This design comes from an exercise in tuning for small area and few clock cycles on the open sky130 flow, not from production work. In this exercise RTL edits were held to simulation tests only and were not proved equivalent to the original. Power and IR drop assume default switching activity.

## run A
## bms_codec
module bms_codec (
    input  wire        clk,
    input  wire        rst,
    input  wire        req_valid,
    output wire        req_ready,
    input  wire [31:0] req_word,
    input  wire        din_valid,
    output wire        din_ready,
    input  wire [7:0]  din_byte,
    output wire        rsp_valid,
    output wire [3:0]  rsp_status,
    output wire [31:0] rsp_value,
    output wire        rsd_valid,
    output wire [7:0]  rsd_byte,
    output wire        tx_valid,
    output wire [7:0]  tx_byte,
    output wire        rxf_valid,
    output wire [7:0]  rxf_byte
);
    localparam [7:0] PROTO_VER    = 8'h22;
    localparam [7:0] CID2_TIME    = 8'h4D;
    localparam [7:0] CID2_PVER    = 8'h4F;
    localparam [7:0] CID2_DADDR   = 8'h50;
    localparam [7:0] CID2_MANUF   = 8'h51;
    localparam [7:0] CID2_ANALOG0 = 8'h42;
    localparam [7:0] CID2_ANALOG1 = 8'h43;
    localparam [15:0] ANALOG_INFO = 16'h00FF;
    localparam [2:0] ST_OK        = 3'h0;
    localparam [2:0] ST_LEN_OVF   = 3'h1;
    localparam [2:0] ST_ZERO_CHK  = 3'h3;
    localparam [2:0] ST_MALFORMED = 3'h4;
    localparam [2:0] ST_BAD_VER   = 3'h5;
    localparam [2:0] ST_ILLEGAL   = 3'h6;
    localparam [2:0] ST_CAP_FAULT = 3'h7;
    localparam [3:0] K_LCHK = 4'd8;     
    localparam [3:0] K_CFGR = 4'd9;     
    localparam [3:0] K_PCHK = 4'd10;    
    localparam [3:0] K_ENC  = 4'd11;    
    localparam [3:0] K_RXF  = 4'd12;    
    localparam [3:0] K_PEEK = 4'd13;    
    localparam [1:0] M_DRAIN = 2'd0;
    localparam [1:0] M_PCHK  = 2'd1;
    localparam [1:0] M_PUSH  = 2'd2;
    localparam integer LSW = 3;
    localparam integer LSR = 2;
    reg  [7:0]  cfg_addr;
    reg         cfg_soi_sel;
    reg         cfg_len_dbl;
    reg         cfg_chk_dbl;
    reg         fault;
    reg  [511:0] ring;
    reg  [5:0]  rd;
    reg  [6:0]  rx_len;
    reg         rx_b0ok;      
    reg         rx_b1ok;      
    reg         rx_last0d;    
  ...
Size: ~1,900 cells after synthesis, about 660 flip-flops, about 23,000 sq um of cells after synthesis.
Settings: LEC_CHECK=0, CAP_MARGIN=20, CORE_MARGIN=2, CORE_UTILIZATION=60, CTS_CLUSTER_DIAMETER=80, CTS_CLUSTER_SIZE=30, GPL_ROUTABILITY_DRIVEN=0, GPL_TIMING_DRIVEN=0, PLACE_DENSITY=0.8, SLEW_MARGIN=20; clock period 6.5 ns.
standard.sh (not shown) runs the stock make flow with config.mk's settings and CLKGATE_MAP_FILE= SYNTH_SCRIPT=/design/flow/synth_recipe.tcl, a recipe that flattens the netlist after the stock synthesis.
==> flow/flow/run.sh <==
#!/bin/bash
# Layout flow: the standard flow (the standard.sh, all steps) with two
# changes to how the layout is made:
#  - ports are buffered with the smallest buffer (sky130_fd_sc_hd__buf_1)
#    instead of the delay buffer the resizer picks by default;
#  - clock tree synthesis inserts no dummy loads.
# Each tool's full output stays in the ORFS logs under orfs/logs/; the
# output of standard.sh itself goes to standard.log in this folder.
set -e
export BUFFER_PORTS_ARGS="-buffer_cell sky130_fd_sc_hd__buf_1"
export CTS_ARGS="-sink_clustering_enable -repair_clock_nets -sink_clustering_size 30 -sink_clustering_max_diameter 80 -dont_use_dummy_load"
bash standard.sh > standard.log 2>&1
Run A completed every stage of the flow, and the final layout passed the timing, DRC and antenna checks.
Testbench counts of run A, summed over its fixed seeds: cycles 22,607.
Input-level comparison between run B and run A:
# run A
export LEC_CHECK = 0
export CAP_MARGIN = 20
export CORE_MARGIN = 2
export CORE_UTILIZATION = 60
export CTS_CLUSTER_DIAMETER = 80
export CTS_CLUSTER_SIZE = 30
export GPL_ROUTABILITY_DRIVEN = 0
export GPL_TIMING_DRIVEN = 0
export PLACE_DENSITY = 0.8
export SLEW_MARGIN = 20
create_clock -name core_clock -period 6.5 [get_ports {clk}]
# run B
export LEC_CHECK = 0
export CAP_MARGIN = 20
export CORE_MARGIN = 2
export CORE_UTILIZATION = 60
export CTS_CLUSTER_DIAMETER = 80
export CTS_CLUSTER_SIZE = 30
export PLACE_DENSITY = 0.8
export SLEW_MARGIN = 20
create_clock -name core_clock -period 6.5 [get_ports {clk}]
Findings:
- In the tables for run B and run A, worst hold-check slack reads higher with run B.
- Run B — met1 global-route usage 0.54 points lower, run A as reference
- Taking run A as the reference, in run B maximum fanout along the worst path now larger; design area lower; worst setup slack went down; post-layout minimum cycle time now larger.
- The run with more routed wire is run A, not run B.
- Of run B and run A, run A shows the lower register share of the cell area, with run B above it.

Another version of the RTL of bms_codec (not shown whole).
For scale: ~2000 cells after synthesis, roughly 670 flip-flops.
clock: 6.5 ns
lec_check: 0
cap_margin: 20
core_margin: 2
core_utilization: 60
cts_cluster_diameter: 80
cts_cluster_size: 30
place_density: 0.8
slew_margin: 20
run.sh (not shown) runs the stock make flow with config.mk's settings and CLKGATE_MAP_FILE= SYNTH_SCRIPT=/design/flow/synth_recipe.tcl, a recipe that flattens the netlist after the stock synthesis.
Stock flow here: none of the scripts above is used.
Testbench counts at the start, summed over its fixed seeds: cycles 22,536.
Rerun with:
- CORE_UTILIZATION: 60 -> 40
- CTS_CLUSTER_DIAMETER: 80 -> default
- CTS_CLUSTER_SIZE: 30 -> default
- PLACE_DENSITY: 0.8 -> 0.6
Die area went up by 49%. Clock-buffer cell count rose by 62. Final area is higher by 7.4%. Cell count increases by 13%. Global-route usage drops by 7.6 points. Wire length rises by 4.5%. Non-clock buffer count came out higher by 12.
Rerun with:
- ABC_AREA: default -> 1
The new run completed without violations.
Worst hold slack degrades by 0.0032 ns.
Design area hardly moves.
Combinational power came out higher to 3.4 times its value.
Sequential cell count does not change.
Die area came out higher slightly.
Routed wire length came out higher by a little under a tenth.
Sequential share of layout area is about the same.
Clock-buffer cell count came out higher by 1.

== 03-25 ==
Starting RTL as in the previous note.
Settings: LEC_CHECK=0, CAP_MARGIN=20, CORE_MARGIN=2, CORE_UTILIZATION=40, CTS_BUF_LIST=sky130_fd_sc_hd__clkbuf_4 sky130_fd_sc_hd__clkbuf_8, PLACE_DENSITY=0.6, SLEW_MARGIN=20; clock period 6.5 ns.
Testbench counts of 03-25, summed over its fixed seeds: cycles 22,536.
For 12-16, these inputs were changed with respect to 03-25:
Settings: CTS_BUF_LIST no longer set, was sky130_fd_sc_hd__clkbuf_4 sky130_fd_sc_hd__clkbuf_8; CTS_CLUSTER_DIAMETER now 90, previously not set; CTS_CLUSTER_SIZE now 36, previously not set.
Notes after the runs:
- Looking at sequential share of layout area, 12-16 sits 2.8 points higher than 03-25 does.
- Re utilization: 12-16 and 03-25 aren't equal, and the higher value belongs to 03-25.
- The fraction of synthesized cell area in xor and xnor cells was comparable across 12-16 and 03-25.
- Per the comparison of 12-16 with 03-25, final period demand of the worst path went down by 0.082 ns, post-route clock period utilization went down by 1.3 points, share of total power in combinational logic went up by 2.2 points.

what the ideal ports hide:
Ports are ideal in the flow. The routed layouts listed here were re-timed in OpenROAD.
Step 1 (the two cells are an assumption about what drives the block):
set clk [get_ports {clk}]
set_driving_cell -lib_cell sky130_fd_sc_hd__clkbuf_16 $clk
set_driving_cell -lib_cell sky130_fd_sc_hd__buf_2 [delete_from_list [all_inputs] $clk]
Step 2 moves the port delays by t, midway between the first and last clock arrival at a register: inputs arrive t later, outputs are due t later. That takes back most of the time a late clock gives input paths.
Slacks: ideal / step 1 / step 2; pairs: ideal / step 1.
| run | t, ns | slack for setup (ns) | worst hold slack (ns) | worst setup path after step 2 | pins driven straight from the clock port |
|---|---|---|---|---|---|
| run A | 0.637 | 0.493 / 0.493 / 0.493 | 0.267 / 0.267 / 0.267 | register to register | 1 |
| run B | 0.635 | 0.442 / 0.442 / 0.442 | 0.292 / 0.292 / 0.292 | register to register | 1 |
| the first run of note 2 | 0.670 | 0.403 / 0.435 / -0.235 | 0.328 / 0.328 / 0.328 | input to register | 1 |
| the second run of note 2 | 0.659 | 0.486 / 0.503 / -0.136 | 0.316 / 0.316 / 0.316 | input to register | 1 |
| the third run of note 2 | 0.657 | 0.618 / 0.577 / 0.137 | 0.313 / 0.313 / 0.313 | input to register | 1 |
| 03-25 | 0.763 | 0.454 / 0.454 / -0.119 | 0.302 / 0.302 / 0.302 | input to register | 1 |
| 12-16 | 0.671 | 0.536 / 0.536 / -0.079 | 0.300 / 0.300 / 0.300 | input to register | 1 |
Met with ideal ports but missed after step 2: setup timing in the first run of note 2, the second run of note 2, 03-25 and 12-16. For the first run of note 2, which loses most, drivers alone change the setup slack by +0.032 ns; drivers and shift together by -0.638 ns.
